Source: an optimization exercise on an open RTL-to-GDS flow (aim: small area, a short achievable clock period and few clock cycles per item). Production flows keep margins and buffers that such runs may drop.
The RTL was checked by simulation tests, not by an equivalence proof against the original design.

==> inputs of v32 <==
Design arith_compress, start of the top module:
module arith_compress (
    input  wire        clk,
    input  wire        rst,         
    input  wire        in_valid,
    output wire        in_ready,
    input  wire [95:0] in_pix,      
    input  wire [7:0]  in_denom,
    output reg         out_valid,
    output reg  [31:0] out_cw,
    output reg  [1:0]  out_fault    
);
    localparam [30:0] F_ONE  = 31'h3F800000;
    localparam [30:0] F_HALF = 31'h3F000000;
    function [31:0] fneg(input [31:0] x);
        fneg = {~x[31], x[30:0]};
    endfunction
    function [31:0] fhalf(input [31:0] x);    
        fhalf = (x[30:23] == 8'd0) ? 32'd0 : {x[31], x[30:23] - 8'd1, x[22:0]};
    endfunction
    reg  [1:0] ph;
    assign in_ready = (ph == 2'd3);
    always @(posedge clk) begin
        if (rst)           ph <= 2'd0;
        else if (in_valid) ph <= ph + 2'd1;
    end
    wire [1:0]  lane = (ph == 2'd0) ? 2'd1 : (ph == 2'd1) ? 2'd0 : ph;
    wire [23:0] px   = in_pix[24*lane +: 24];
  ...
make LEC_CHECK=0 ABC_AREA=1 CAP_MARGIN=20 CORE_MARGIN=2 CORE_UTILIZATION=40 SLEW_MARGIN=20 finish   # period 28.0 ns
run.sh (not shown) runs the stock make flow with config.mk's settings and CLKGATE_MAP_FILE= SYNTH_SCRIPT=/design/flow/synth_recipe.tcl, a recipe that flattens the netlist after the stock synthesis.
==> v12: changes against v32 <==
--- a/flow/design.v
+++ b/flow/design.v
@@ -96,128 +96,115 @@
     wire        top  = p[41];
     wire [23:0] mant = top ? p[41:18] : p[40:17];
     wire        g    = top ? p[17] : p[16];
     wire [24:0] mr   = {1'b0, mant} + {24'd0, g};
     wire [7:0]  e    = 8'd126 + {5'd0, lzd} - {5'd0, lzn} + {7'd0, top} + {7'd0, mr[24]};
-    wire [22:0] fr   = mr[24] ? mr[23:1] : mr[22:0];
+    wire [22:0] fr   = mr[22:0];    
     assign y = nn[7] ? {1'b0, e, fr} : 32'd0;
 endmodule
 module arith_cmul_k0299 (input wire [31:0] x, output wire [35:0] q);
     wire [23:0] mx = {1'b1, x[22:0]};
+    wire [25:0] t3 = {1'b0, mx, 1'b0} + {2'b0, mx};
     wire [49:0] pw = ({26'd0, ~mx} << 0)
                     + ({26'd0, mx} << 3)
-                    + ({26'd0, mx} << 7)
-                    + ({26'd0, ~mx} << 9)
-                    + ({26'd0, ~mx} << 11)
-                    + ({26'd0, mx} << 13)
+                    + ({24'd0, ~t3} << 7)
+                    + ({24'd0, t3} << 11)
                     + ({26'd0, mx} << 16)
-                    + ({26'd0, ~mx} << 19)
-                    + ({26'd0, mx} << 21)
+                    + ({24'd0, t3} << 19)
                     + ({26'd0, mx} << 23)
-                    + 50'h3f7f5ff080a01;
+                    + 50'h3fffdff000081;
     wire [47:0] p  = pw[47:0];
     wire [7:0]  e    = x[30:23] + 8'd254;
     assign q = {x[30:23] != 8'd0, e, p[47:22], |p[21:0]};
 endmodule
 module arith_cmul_k0587 (input wire [31:0] x, output wire [35:0] q);
     wire [23:0] mx = {1'b1, x[22:0]};
+    wire [25:0] t3 = {1'b0, mx, 1'b0} + {2'b0, mx};
     wire [49:0] pw = ({26'd0, mx} << 1)
-                    + ({26'd0, mx} << 5)
-                    + ({26'd0, ~mx} << 7)
-                    + ({26'd0, ~mx} << 9)
-                    + ({26'd0, mx} << 11)
+                    + ({24'd0, ~t3} << 5)
+                    + ({24'd0, t3} << 9)
                     + ({26'd0, mx} << 14)
-                    + ({26'd0, ~mx} << 17)
-                    + ({26'd0, ~mx} << 19)
-                    + ({26'd0, mx} << 21)
+                    + ({24'd0, t3} << 17)
+                    + ({26'd0, mx} << 20)
                     + ({26'd0, mx} << 23)
-                    + 50'h3f5fd800a0280;
+                    + 50'h3ffff80000020;
     wire [47:0] p  = pw[47:0];
     wire [7:0]  e    = x[30:23] + 8'd255;
     assign q = {x[30:23] != 8'd0, e, p[47:22], |p[21:0]};
 endmodule
 module arith_cmul_k0114 (input wire [31:0] x, output wire [35:0] q);
     wire [23:0] mx = {1'b1, x[22:0]};
-    wire [49:0] pw = ({26'd0, mx} << 0)
-                    + ({26'd0, mx} << 2)
-                    + ({26'd0, mx} << 4)
-                    + ({26'd0, ~mx} << 6)
-                    + ({26'd0, mx} << 8)
+    wire [25:0] t3 = {1'b0, mx, 1'b0} + {2'b0, mx};
+    wire [49:0] pw = ({24'd0, ~t3} << 0)
+                    + ({24'd0, t3} << 3)
+                    + ({24'd0, t3} << 6)
                     + ({26'd0, ~mx} << 11)
-                    + ({26'd0, ~mx} << 15)
-                    + ({26'd0, mx} << 17)
-                    + ({26'd0, mx} << 19)
-                    + ({26'd0, ~mx} << 21)
+                    + ({24'd0, t3} << 15)
+                    + ({24'd0, ~t3} << 19)
                     + ({26'd0, mx} << 24)
-                    + 50'h3df77c0208840;
+                    + 50'h3dff7fc080801;
     wire [47:0] p  = pw[47:0];
     wire [7:0]  e    = x[30:23] + 8'd252;
     assign q = {x[30:23] != 8'd0, e, p[47:22], |p[21:0]};
 endmodule
 module arith_cmul_k168736 (input wire [31:0] x, output wire [35:0] q);
     wire [23:0] mx = {1'b1, x[22:0]};
+    wire [25:0] t3 = {1'b0, mx, 1'b0} + {2'b0, mx};
     wire [49:0] pw = ({26'd0, mx} << 0)
                     + ({26'd0, mx} << 5)
                     + ({26'd0, mx} << 8)
                     + ({26'd0, mx} << 11)
-                    + ({26'd0, ~mx} << 14)
-                    + ({26'd0, mx} << 16)
-                    + ({26'd0, ~mx} << 18)
-                    + ({26'd0, ~mx} << 20)
-                    + ({26'd0, ~mx} << 22)
+                    + ({24'd0, t3} << 14)
+                    + ({24'd0, t3} << 18)
+                    + ({24'd0, ~t3} << 21)
                     + ({26'd0, mx} << 24)
-                    + 50'h3abc000544000;
+                    + 50'h3800000200000;
     wire [47:0] p  = pw[47:0];
     wire [7:0]  e    = x[30:23] + 8'd253;
     assign q = {x[30:23] != 8'd0, e, p[47:22], |p[21:0]};
 endmodule
 module arith_cmul_k331264 (input wire [31:0] x, output wire [35:0] q);
     wire [23:0] mx = {1'b1, x[22:0]};
+    wire [25:0] t3 = {1'b0, mx, 1'b0} + {2'b0, mx};
     wire [49:0] pw = ({26'd0, ~mx} << 0)
                     + ({26'd0, ~mx} << 4)
                     + ({26'd0, ~mx} << 7)
                     + ({26'd0, ~mx} << 10)
-                    + ({26'd0, mx} << 13)
-                    + ({26'd0, ~mx} << 15)
-                    + ({26'd0, mx} << 17)
-                    + ({26'd0, mx} << 19)
-                    + ({26'd0, mx} << 21)
+                    + ({24'd0, ~t3} << 13)
+                    + ({24'd0, ~t3} << 17)
+                    + ({24'd0, t3} << 20)
                     + ({26'd0, mx} << 23)
-                    + 50'h3ff7b6f008491;
+                    + 50'h3f77b6f022491;
     wire [47:0] p  = pw[47:0];
     wire [7:0]  e    = x[30:23] + 8'd254;
     assign q = {x[30:23] != 8'd0, e, p[47:22], |p[21:0]};
 endmodule
 module arith_cmul_k418688 (input wire [31:0] x, output wire [35:0] q);
     wire [23:0] mx = {1'b1, x[22:0]};
-    wire [49:0] pw = ({26'd0, ~mx} << 1)
-                    + ({26'd0, mx} << 3)
+    wire [25:0] t3 = {1'b0, mx, 1'b0} + {2'b0, mx};
+    wire [49:0] pw = ({24'd0, t3} << 1)
                     + ({26'd0, mx} << 6)
                     + ({26'd0, ~mx} << 9)
-                    + ({26'd0, ~mx} << 13)
-                    + ({26'd0, mx} << 15)
-                    + ({26'd0, ~mx} << 17)
-                    + ({26'd0, ~mx} << 19)
-                    + ({26'd0, ~mx} << 21)
+                    + ({24'd0, t3} << 13)
+                    + ({24'd0, t3} << 17)
+                    + ({24'd0, ~t3} << 20)
                     + ({26'd0, mx} << 24)
-                    + 50'h3d5ddfe2a2202;
+                    + 50'h3bffe00100200;
     wire [47:0] p  = pw[47:0];
     wire [7:0]  e    = x[30:23] + 8'd254;
     assign q = {x[30:23] != 8'd0, e, p[47:22], |p[21:0]};
 endmodule
 module arith_cmul_k081312 (input wire [31:0] x, output wire [35:0] q);
     wire [23:0] mx = {1'b1, x[22:0]};
-    wire [49:0] pw = ({26'd0, mx} << 3)
-                    + ({26'd0, ~mx} << 5)
+    wire [25:0] t3 = {1'b0, mx, 1'b0} + {2'b0, mx};
+    wire [49:0] pw = ({24'd0, ~t3} << 3)
                     + ({26'd0, ~mx} << 8)
                     + ({26'd0, mx} << 11)
-                    + ({26'd0, mx} << 15)
-                    + ({26'd0, ~mx} << 17)
-                    + ({26'd0, mx} << 19)
-                    + ({26'd0, mx} << 21)
-                    + ({26'd0, mx} << 23)
-                    + 50'h3fdfee0020120;
+                    + ({24'd0, ~t3} << 15)
+                    + ({24'd0, ~t3} << 19)
+                    + ({24'd0, t3} << 22)
+                    + 50'h3ddfee0088108;
     wire [47:0] p  = pw[47:0];
     wire [7:0]  e    = x[30:23] + 8'd252;
     assign q = {x[30:23] != 8'd0, e, p[47:22], |p[21:0]};
 endmodule
 module arith_round (input wire [35:0] q, output wire [31:0] y);
@@ -227,11 +214,11 @@
     wire        g    = top ? p[1] : p[0];
     wire        st   = (top & p[0]) | q[0];
     wire        inc  = g & (st | mant[0]);
     wire [24:0] mr   = {1'b0, mant} + {24'd0, inc};
     wire [7:0]  e    = q[34:27] + {7'd0, top} + {7'd0, mr[24]};
-    wire [22:0] fr   = mr[24] ? mr[23:1] : mr[22:0];
+    wire [22:0] fr   = mr[22:0];    
     assign y = q[35] ? {1'b0, e, fr} : 32'd0;
 endmodule
 module arith_qcoef (input wire [31:0] s, output wire [5:0] q);
     reg [4:0] mag;
     always @* begin
@@ -297,11 +284,11 @@
     wire        fg   = s[27] ? s[3]    : s[26] ? s[2]    : s[1];
     wire        fst  = s[27] ? |s[2:0] : s[26] ? |s[1:0] : s[0];
     wire [7:0]  fe   = s[27] ? ex + 8'd1 : s[26] ? ex : ex - 8'd1;
     wire        finc = fg & (fst | fm[0]);
     wire [24:0] fmr  = {1'b0, fm} + {24'd0, finc};
-    wire [31:0] fy   = {x[31], fmr[24] ? fe + 8'd1 : fe, fmr[24] ? fmr[23:1] : fmr[22:0]};
+    wire [31:0] fy   = {x[31], fmr[24] ? fe + 8'd1 : fe, fmr[22:0]};
     wire [24:0] na_  = {mx, 1'b0};
     wire [24:0] nb_  = d[0] ? {1'b0, mz} : {mz, 1'b0};
     wire [25:0] n1   = {1'b0, na_} - {1'b0, nb_};
     wire        neg  = n1[25];
     wire [24:0] nd   = (n1[24:0] ^ {25{neg}}) + {24'd0, neg};
@@ -314,11 +301,11 @@
             if (nd[i]) lz = 5'd24 - i[4:0];
     end
     wire [24:0] nsh  = nd << lz;
     wire        ninc = nd[24] & nd[0] & nd[1];
     wire [24:0] nmr  = {1'b0, nd[24:1]} + {24'd0, ninc};
-    wire [31:0] ny0  = {nsg, nmr[24] ? ex + 8'd1 : ex, nmr[24] ? nmr[23:1] : nmr[22:0]};
+    wire [31:0] ny0  = {nsg, nmr[24] ? ex + 8'd1 : ex, nmr[22:0]};
     wire [31:0] ny1  = {nsg, ex - {3'd0, lz}, nsh[23:1]};
     wire [31:0] ny   = (nd == 25'd0) ? 32'd0 : nd[24] ? ny0 : ny1;
     assign y = (mx == 24'd0) ? 32'd0 : near ? ny : fy;
 endmodule
 module fp_add_ss (
@@ -346,11 +333,11 @@
     wire        fst  = s[27] ? |s[2:0] : |s[1:0];
     wire [7:0]  fe   = s[27] ? ex + 8'd1 : ex;
     wire        finc = fg & (fst | fm[0]);
     wire [24:0] fmr  = {1'b0, fm} + {24'd0, finc};
     assign y = (mx == 24'd0) ? 32'd0
-             : {x[31], fmr[24] ? fe + 8'd1 : fe, fmr[24] ? fmr[23:1] : fmr[22:0]};
+             : {x[31], fmr[24] ? fe + 8'd1 : fe, fmr[22:0]};
 endmodule
 module arith_compress (
     input  wire        clk,
     input  wire        rst,         
     input  wire        in_valid,
==> flow/flow/run.sh (new file) <==
#!/bin/bash
# The standard layout (the standard.sh), with the timing repair after
# clock-tree synthesis and global routing asked to leave a setup margin, so
# that it shortens the critical paths below the clock period, and more
# antenna repair passes after detailed routing.
set -euo pipefail
bash standard.sh synth > synth.log 2>&1
bash standard.sh SETUP_SLACK_MARGIN=18 MAX_REPAIR_ANTENNAS_ITER_DRT=10 MAX_REPAIR_ANTENNAS_ITER_GRT=10 finish > layout.log 2>&1
test -s out/final.def
==> flow/standard.sh (new file) <==
#!/bin/bash
# synth_recipe.tcl (not shown) runs the flow's synth.tcl, then flattens the netlist and writes it again
# the make line also repeats each setting of config.mk as NAME=value (left out here)
make -C /OpenROAD-flow-scripts/flow DESIGN_CONFIG=/design/flow/config.mk WORK_HOME=/design/flow/orfs CLKGATE_MAP_FILE= SYNTH_SCRIPT=/design/flow/synth_recipe.tcl "${@:-finish}"
Settings changed: CORE_UTILIZATION 40 to 50.
removed: flow/run.sh
==> v24: changes against v32 <==
--- a/flow/design.v
+++ b/flow/design.v
@@ -96,128 +96,115 @@
     wire        top  = p[41];
     wire [23:0] mant = top ? p[41:18] : p[40:17];
     wire        g    = top ? p[17] : p[16];
     wire [24:0] mr   = {1'b0, mant} + {24'd0, g};
     wire [7:0]  e    = 8'd126 + {5'd0, lzd} - {5'd0, lzn} + {7'd0, top} + {7'd0, mr[24]};
-    wire [22:0] fr   = mr[24] ? mr[23:1] : mr[22:0];
+    wire [22:0] fr   = mr[22:0];    
     assign y = nn[7] ? {1'b0, e, fr} : 32'd0;
 endmodule
 module arith_cmul_k0299 (input wire [31:0] x, output wire [35:0] q);
     wire [23:0] mx = {1'b1, x[22:0]};
+    wire [25:0] t3 = {1'b0, mx, 1'b0} + {2'b0, mx};
     wire [49:0] pw = ({26'd0, ~mx} << 0)
                     + ({26'd0, mx} << 3)
-                    + ({26'd0, mx} << 7)
-                    + ({26'd0, ~mx} << 9)
-                    + ({26'd0, ~mx} << 11)
-                    + ({26'd0, mx} << 13)
+                    + ({24'd0, ~t3} << 7)
+                    + ({24'd0, t3} << 11)
                     + ({26'd0, mx} << 16)
-                    + ({26'd0, ~mx} << 19)
-                    + ({26'd0, mx} << 21)
+                    + ({24'd0, t3} << 19)
                     + ({26'd0, mx} << 23)
-                    + 50'h3f7f5ff080a01;
+                    + 50'h3fffdff000081;
     wire [47:0] p  = pw[47:0];
     wire [7:0]  e    = x[30:23] + 8'd254;
     assign q = {x[30:23] != 8'd0, e, p[47:22], |p[21:0]};
 endmodule
 module arith_cmul_k0587 (input wire [31:0] x, output wire [35:0] q);
     wire [23:0] mx = {1'b1, x[22:0]};
+    wire [25:0] t3 = {1'b0, mx, 1'b0} + {2'b0, mx};
     wire [49:0] pw = ({26'd0, mx} << 1)
-                    + ({26'd0, mx} << 5)
-                    + ({26'd0, ~mx} << 7)
-                    + ({26'd0, ~mx} << 9)
-                    + ({26'd0, mx} << 11)
+                    + ({24'd0, ~t3} << 5)
+                    + ({24'd0, t3} << 9)
                     + ({26'd0, mx} << 14)
-                    + ({26'd0, ~mx} << 17)
-                    + ({26'd0, ~mx} << 19)
-                    + ({26'd0, mx} << 21)
+                    + ({24'd0, t3} << 17)
+                    + ({26'd0, mx} << 20)
                     + ({26'd0, mx} << 23)
-                    + 50'h3f5fd800a0280;
+                    + 50'h3ffff80000020;
     wire [47:0] p  = pw[47:0];
     wire [7:0]  e    = x[30:23] + 8'd255;
     assign q = {x[30:23] != 8'd0, e, p[47:22], |p[21:0]};
 endmodule
 module arith_cmul_k0114 (input wire [31:0] x, output wire [35:0] q);
     wire [23:0] mx = {1'b1, x[22:0]};
-    wire [49:0] pw = ({26'd0, mx} << 0)
-                    + ({26'd0, mx} << 2)
-                    + ({26'd0, mx} << 4)
-                    + ({26'd0, ~mx} << 6)
-                    + ({26'd0, mx} << 8)
+    wire [25:0] t3 = {1'b0, mx, 1'b0} + {2'b0, mx};
+    wire [49:0] pw = ({24'd0, ~t3} << 0)
+                    + ({24'd0, t3} << 3)
+                    + ({24'd0, t3} << 6)
                     + ({26'd0, ~mx} << 11)
-                    + ({26'd0, ~mx} << 15)
-                    + ({26'd0, mx} << 17)
-                    + ({26'd0, mx} << 19)
-                    + ({26'd0, ~mx} << 21)
+                    + ({24'd0, t3} << 15)
+                    + ({24'd0, ~t3} << 19)
                     + ({26'd0, mx} << 24)
-                    + 50'h3df77c0208840;
+                    + 50'h3dff7fc080801;
     wire [47:0] p  = pw[47:0];
     wire [7:0]  e    = x[30:23] + 8'd252;
     assign q = {x[30:23] != 8'd0, e, p[47:22], |p[21:0]};
 endmodule
 module arith_cmul_k168736 (input wire [31:0] x, output wire [35:0] q);
     wire [23:0] mx = {1'b1, x[22:0]};
+    wire [25:0] t3 = {1'b0, mx, 1'b0} + {2'b0, mx};
     wire [49:0] pw = ({26'd0, mx} << 0)
                     + ({26'd0, mx} << 5)
                     + ({26'd0, mx} << 8)
                     + ({26'd0, mx} << 11)
-                    + ({26'd0, ~mx} << 14)
-                    + ({26'd0, mx} << 16)
-                    + ({26'd0, ~mx} << 18)
-                    + ({26'd0, ~mx} << 20)
-                    + ({26'd0, ~mx} << 22)
+                    + ({24'd0, t3} << 14)
+                    + ({24'd0, t3} << 18)
+                    + ({24'd0, ~t3} << 21)
                     + ({26'd0, mx} << 24)
-                    + 50'h3abc000544000;
+                    + 50'h3800000200000;
     wire [47:0] p  = pw[47:0];
     wire [7:0]  e    = x[30:23] + 8'd253;
     assign q = {x[30:23] != 8'd0, e, p[47:22], |p[21:0]};
 endmodule
 module arith_cmul_k331264 (input wire [31:0] x, output wire [35:0] q);
     wire [23:0] mx = {1'b1, x[22:0]};
+    wire [25:0] t3 = {1'b0, mx, 1'b0} + {2'b0, mx};
     wire [49:0] pw = ({26'd0, ~mx} << 0)
                     + ({26'd0, ~mx} << 4)
                     + ({26'd0, ~mx} << 7)
                     + ({26'd0, ~mx} << 10)
-                    + ({26'd0, mx} << 13)
-                    + ({26'd0, ~mx} << 15)
-                    + ({26'd0, mx} << 17)
-                    + ({26'd0, mx} << 19)
-                    + ({26'd0, mx} << 21)
+                    + ({24'd0, ~t3} << 13)
+                    + ({24'd0, ~t3} << 17)
+                    + ({24'd0, t3} << 20)
                     + ({26'd0, mx} << 23)
-                    + 50'h3ff7b6f008491;
+                    + 50'h3f77b6f022491;
     wire [47:0] p  = pw[47:0];
     wire [7:0]  e    = x[30:23] + 8'd254;
     assign q = {x[30:23] != 8'd0, e, p[47:22], |p[21:0]};
 endmodule
 module arith_cmul_k418688 (input wire [31:0] x, output wire [35:0] q);
     wire [23:0] mx = {1'b1, x[22:0]};
-    wire [49:0] pw = ({26'd0, ~mx} << 1)
-                    + ({26'd0, mx} << 3)
+    wire [25:0] t3 = {1'b0, mx, 1'b0} + {2'b0, mx};
+    wire [49:0] pw = ({24'd0, t3} << 1)
                     + ({26'd0, mx} << 6)
                     + ({26'd0, ~mx} << 9)
-                    + ({26'd0, ~mx} << 13)
-                    + ({26'd0, mx} << 15)
-                    + ({26'd0, ~mx} << 17)
-                    + ({26'd0, ~mx} << 19)
-                    + ({26'd0, ~mx} << 21)
+                    + ({24'd0, t3} << 13)
+                    + ({24'd0, t3} << 17)
+                    + ({24'd0, ~t3} << 20)
                     + ({26'd0, mx} << 24)
-                    + 50'h3d5ddfe2a2202;
+                    + 50'h3bffe00100200;
     wire [47:0] p  = pw[47:0];
     wire [7:0]  e    = x[30:23] + 8'd254;
     assign q = {x[30:23] != 8'd0, e, p[47:22], |p[21:0]};
 endmodule
 module arith_cmul_k081312 (input wire [31:0] x, output wire [35:0] q);
     wire [23:0] mx = {1'b1, x[22:0]};
-    wire [49:0] pw = ({26'd0, mx} << 3)
-                    + ({26'd0, ~mx} << 5)
+    wire [25:0] t3 = {1'b0, mx, 1'b0} + {2'b0, mx};
+    wire [49:0] pw = ({24'd0, ~t3} << 3)
                     + ({26'd0, ~mx} << 8)
                     + ({26'd0, mx} << 11)
-                    + ({26'd0, mx} << 15)
-                    + ({26'd0, ~mx} << 17)
-                    + ({26'd0, mx} << 19)
-                    + ({26'd0, mx} << 21)
-                    + ({26'd0, mx} << 23)
-                    + 50'h3fdfee0020120;
+                    + ({24'd0, ~t3} << 15)
+                    + ({24'd0, ~t3} << 19)
+                    + ({24'd0, t3} << 22)
+                    + 50'h3ddfee0088108;
     wire [47:0] p  = pw[47:0];
     wire [7:0]  e    = x[30:23] + 8'd252;
     assign q = {x[30:23] != 8'd0, e, p[47:22], |p[21:0]};
 endmodule
 module arith_round (input wire [35:0] q, output wire [31:0] y);
@@ -227,11 +214,11 @@
     wire        g    = top ? p[1] : p[0];
     wire        st   = (top & p[0]) | q[0];
     wire        inc  = g & (st | mant[0]);
     wire [24:0] mr   = {1'b0, mant} + {24'd0, inc};
     wire [7:0]  e    = q[34:27] + {7'd0, top} + {7'd0, mr[24]};
-    wire [22:0] fr   = mr[24] ? mr[23:1] : mr[22:0];
+    wire [22:0] fr   = mr[22:0];    
     assign y = q[35] ? {1'b0, e, fr} : 32'd0;
 endmodule
 module arith_qcoef (input wire [31:0] s, output wire [5:0] q);
     reg [4:0] mag;
     always @* begin
@@ -297,11 +284,11 @@
     wire        fg   = s[27] ? s[3]    : s[26] ? s[2]    : s[1];
     wire        fst  = s[27] ? |s[2:0] : s[26] ? |s[1:0] : s[0];
     wire [7:0]  fe   = s[27] ? ex + 8'd1 : s[26] ? ex : ex - 8'd1;
     wire        finc = fg & (fst | fm[0]);
     wire [24:0] fmr  = {1'b0, fm} + {24'd0, finc};
-    wire [31:0] fy   = {x[31], fmr[24] ? fe + 8'd1 : fe, fmr[24] ? fmr[23:1] : fmr[22:0]};
+    wire [31:0] fy   = {x[31], fmr[24] ? fe + 8'd1 : fe, fmr[22:0]};
     wire [24:0] na_  = {mx, 1'b0};
     wire [24:0] nb_  = d[0] ? {1'b0, mz} : {mz, 1'b0};
     wire [25:0] n1   = {1'b0, na_} - {1'b0, nb_};
     wire        neg  = n1[25];
     wire [24:0] nd   = (n1[24:0] ^ {25{neg}}) + {24'd0, neg};
@@ -314,11 +301,11 @@
             if (nd[i]) lz = 5'd24 - i[4:0];
     end
     wire [24:0] nsh  = nd << lz;
     wire        ninc = nd[24] & nd[0] & nd[1];
     wire [24:0] nmr  = {1'b0, nd[24:1]} + {24'd0, ninc};
-    wire [31:0] ny0  = {nsg, nmr[24] ? ex + 8'd1 : ex, nmr[24] ? nmr[23:1] : nmr[22:0]};
+    wire [31:0] ny0  = {nsg, nmr[24] ? ex + 8'd1 : ex, nmr[22:0]};
     wire [31:0] ny1  = {nsg, ex - {3'd0, lz}, nsh[23:1]};
     wire [31:0] ny   = (nd == 25'd0) ? 32'd0 : nd[24] ? ny0 : ny1;
     assign y = (mx == 24'd0) ? 32'd0 : near ? ny : fy;
 endmodule
 module fp_add_ss (
@@ -346,11 +333,11 @@
     wire        fst  = s[27] ? |s[2:0] : |s[1:0];
     wire [7:0]  fe   = s[27] ? ex + 8'd1 : ex;
     wire        finc = fg & (fst | fm[0]);
     wire [24:0] fmr  = {1'b0, fm} + {24'd0, finc};
     assign y = (mx == 24'd0) ? 32'd0
-             : {x[31], fmr[24] ? fe + 8'd1 : fe, fmr[24] ? fmr[23:1] : fmr[22:0]};
+             : {x[31], fmr[24] ? fe + 8'd1 : fe, fmr[22:0]};
 endmodule
 module arith_compress (
     input  wire        clk,
     input  wire        rst,         
     input  wire        in_valid,
==> flow/flow/run.sh (new file) <==
#!/bin/bash
# The standard layout (the standard.sh), with the timing repair after
# clock-tree synthesis and global routing asked to leave a setup margin, so
# that it shortens the critical paths below the clock period, and more
# antenna repair passes after detailed routing.
set -euo pipefail
bash standard.sh synth > synth.log 2>&1
bash standard.sh SETUP_SLACK_MARGIN=17 MAX_REPAIR_ANTENNAS_ITER_DRT=10 MAX_REPAIR_ANTENNAS_ITER_GRT=10 finish > layout.log 2>&1
test -s out/final.def
==> flow/standard.sh (new file) <==
#!/bin/bash
# synth_recipe.tcl (not shown) runs the flow's synth.tcl, then flattens the netlist and writes it again
# the make line also repeats each setting of config.mk as NAME=value (left out here)
make -C /OpenROAD-flow-scripts/flow DESIGN_CONFIG=/design/flow/config.mk WORK_HOME=/design/flow/orfs CLKGATE_MAP_FILE= SYNTH_SCRIPT=/design/flow/synth_recipe.tcl "${@:-finish}"
removed: flow/run.sh
==> comparison <==
Core utilization: v12 > v24 > v32. Against v12, the synthesized cell count of v32 is higher by about 1.4%. In critical path depth, v12 and v24 do not differ. Between v24 and v32, the lower sequential share of layout area is in v32 (gap 0.31 points). The highest routed wire length belongs to v32, the lowest to v24. In v24 the area after synthesis is lower than in v32, by about 3.7%. Between v32 and v12, the lower clock skew is in v12 (gap 0.88 ps).
==> figures <==
| metric | v32 | v24 | v12 |
|---|---|---|---|
| Die span in y | 776 microns | 762 microns | 682 microns |
| Critical path peak fanout | 35 | 29 | 12 |
| Placer congestion estimate | 1.04 | 1.05 | 1.10 |
| HP Start | pprb_3[11]$_SDFF_PN0_ | hpr[11]$_DFFE_PP_ | dz_d3$_DFF_P_ |
| Cell area after synthesis | 239000 sq um | 230000 sq um | 230000 sq um |
| Met2 WL post-DR | 469000 microns | 436000 microns | 426000 microns |
| Fraction of area in clock buffers and inverters | 2.60% | 2.54% | 2.43% |
| Met2 track utilization from global routing | 54.5% | 52.2% | 62.8% |
| Core Footprint | 594000 sq um | 573000 sq um | 457000 sq um |
| Detail Route met3 WL | 57900 microns | 67300 microns | 78800 microns |
| Layout inverter count without the clock tree | 5721 | 5590 | 5600 |
| Multiplexer fraction of the synthesized cell area | 0.596% | 0.697% | 0.697% |
| Footprint of the multi-input gates | 178000 sq um | 171000 sq um | 176000 sq um |
| Start point of the critical path | z0[24]$_DFFE_PP_ | in_denom[0] | in_denom[0] |
| Capturing point of the worst reg2reg path | x2[24]$_DFF_P_ | x2[29]$_DFF_P_ | x2[1]$_DFF_P_ |
| Result of the run | no timing/DRC/antenna violations | no timing/DRC/antenna violations | no timing/DRC/antenna violations |
Testbench counts of v32, summed over its fixed seeds: cycles 12,888, blocks 3,200.
Testbench counts of v12, summed over its fixed seeds: cycles 12,888, blocks 3,200.
Testbench counts of v24, summed over its fixed seeds: cycles 12,888, blocks 3,200.

==> re-timing with driven ports <==
In the flow no input, the clock included, has a driving cell. The finished layouts below were timed again as built, in two steps. Step 1 (the two cells are an assumption about what drives the block):
set clk [get_ports {clk}]
set_driving_cell -lib_cell sky130_fd_sc_hd__clkbuf_16 $clk
set_driving_cell -lib_cell sky130_fd_sc_hd__buf_2 [delete_from_list [all_inputs] $clk]
Step 2, shift: input delay + t, output delay - t, t = (earliest + latest rising clock arrival at the registers) / 2. This alone moves slack from input paths to output paths. a / b / c = no drivers / after step 1 / after step 2; a / b = the first two.
run | shift t [ns] | setup WS [ns] | worst hold slack (ns) | worst setup path at the end | worst register clock-pin slew, ns
v32 | 1.065 | 14.331 / 14.331 / 14.331 | 0.238 / 0.238 / 0.238 | register to register | 0.09 / 0.09
v12 | 1.051 | 18.077 / 18.127 / 17.076 | 0.251 / 0.251 / 0.251 | input to register | 0.09 / 0.09
v24 | 1.085 | 17.418 / 17.487 / 16.417 | 0.311 / 0.311 / 0.311 | input to register | 0.07 / 0.07
After both steps setup and hold are still met in every run listed.
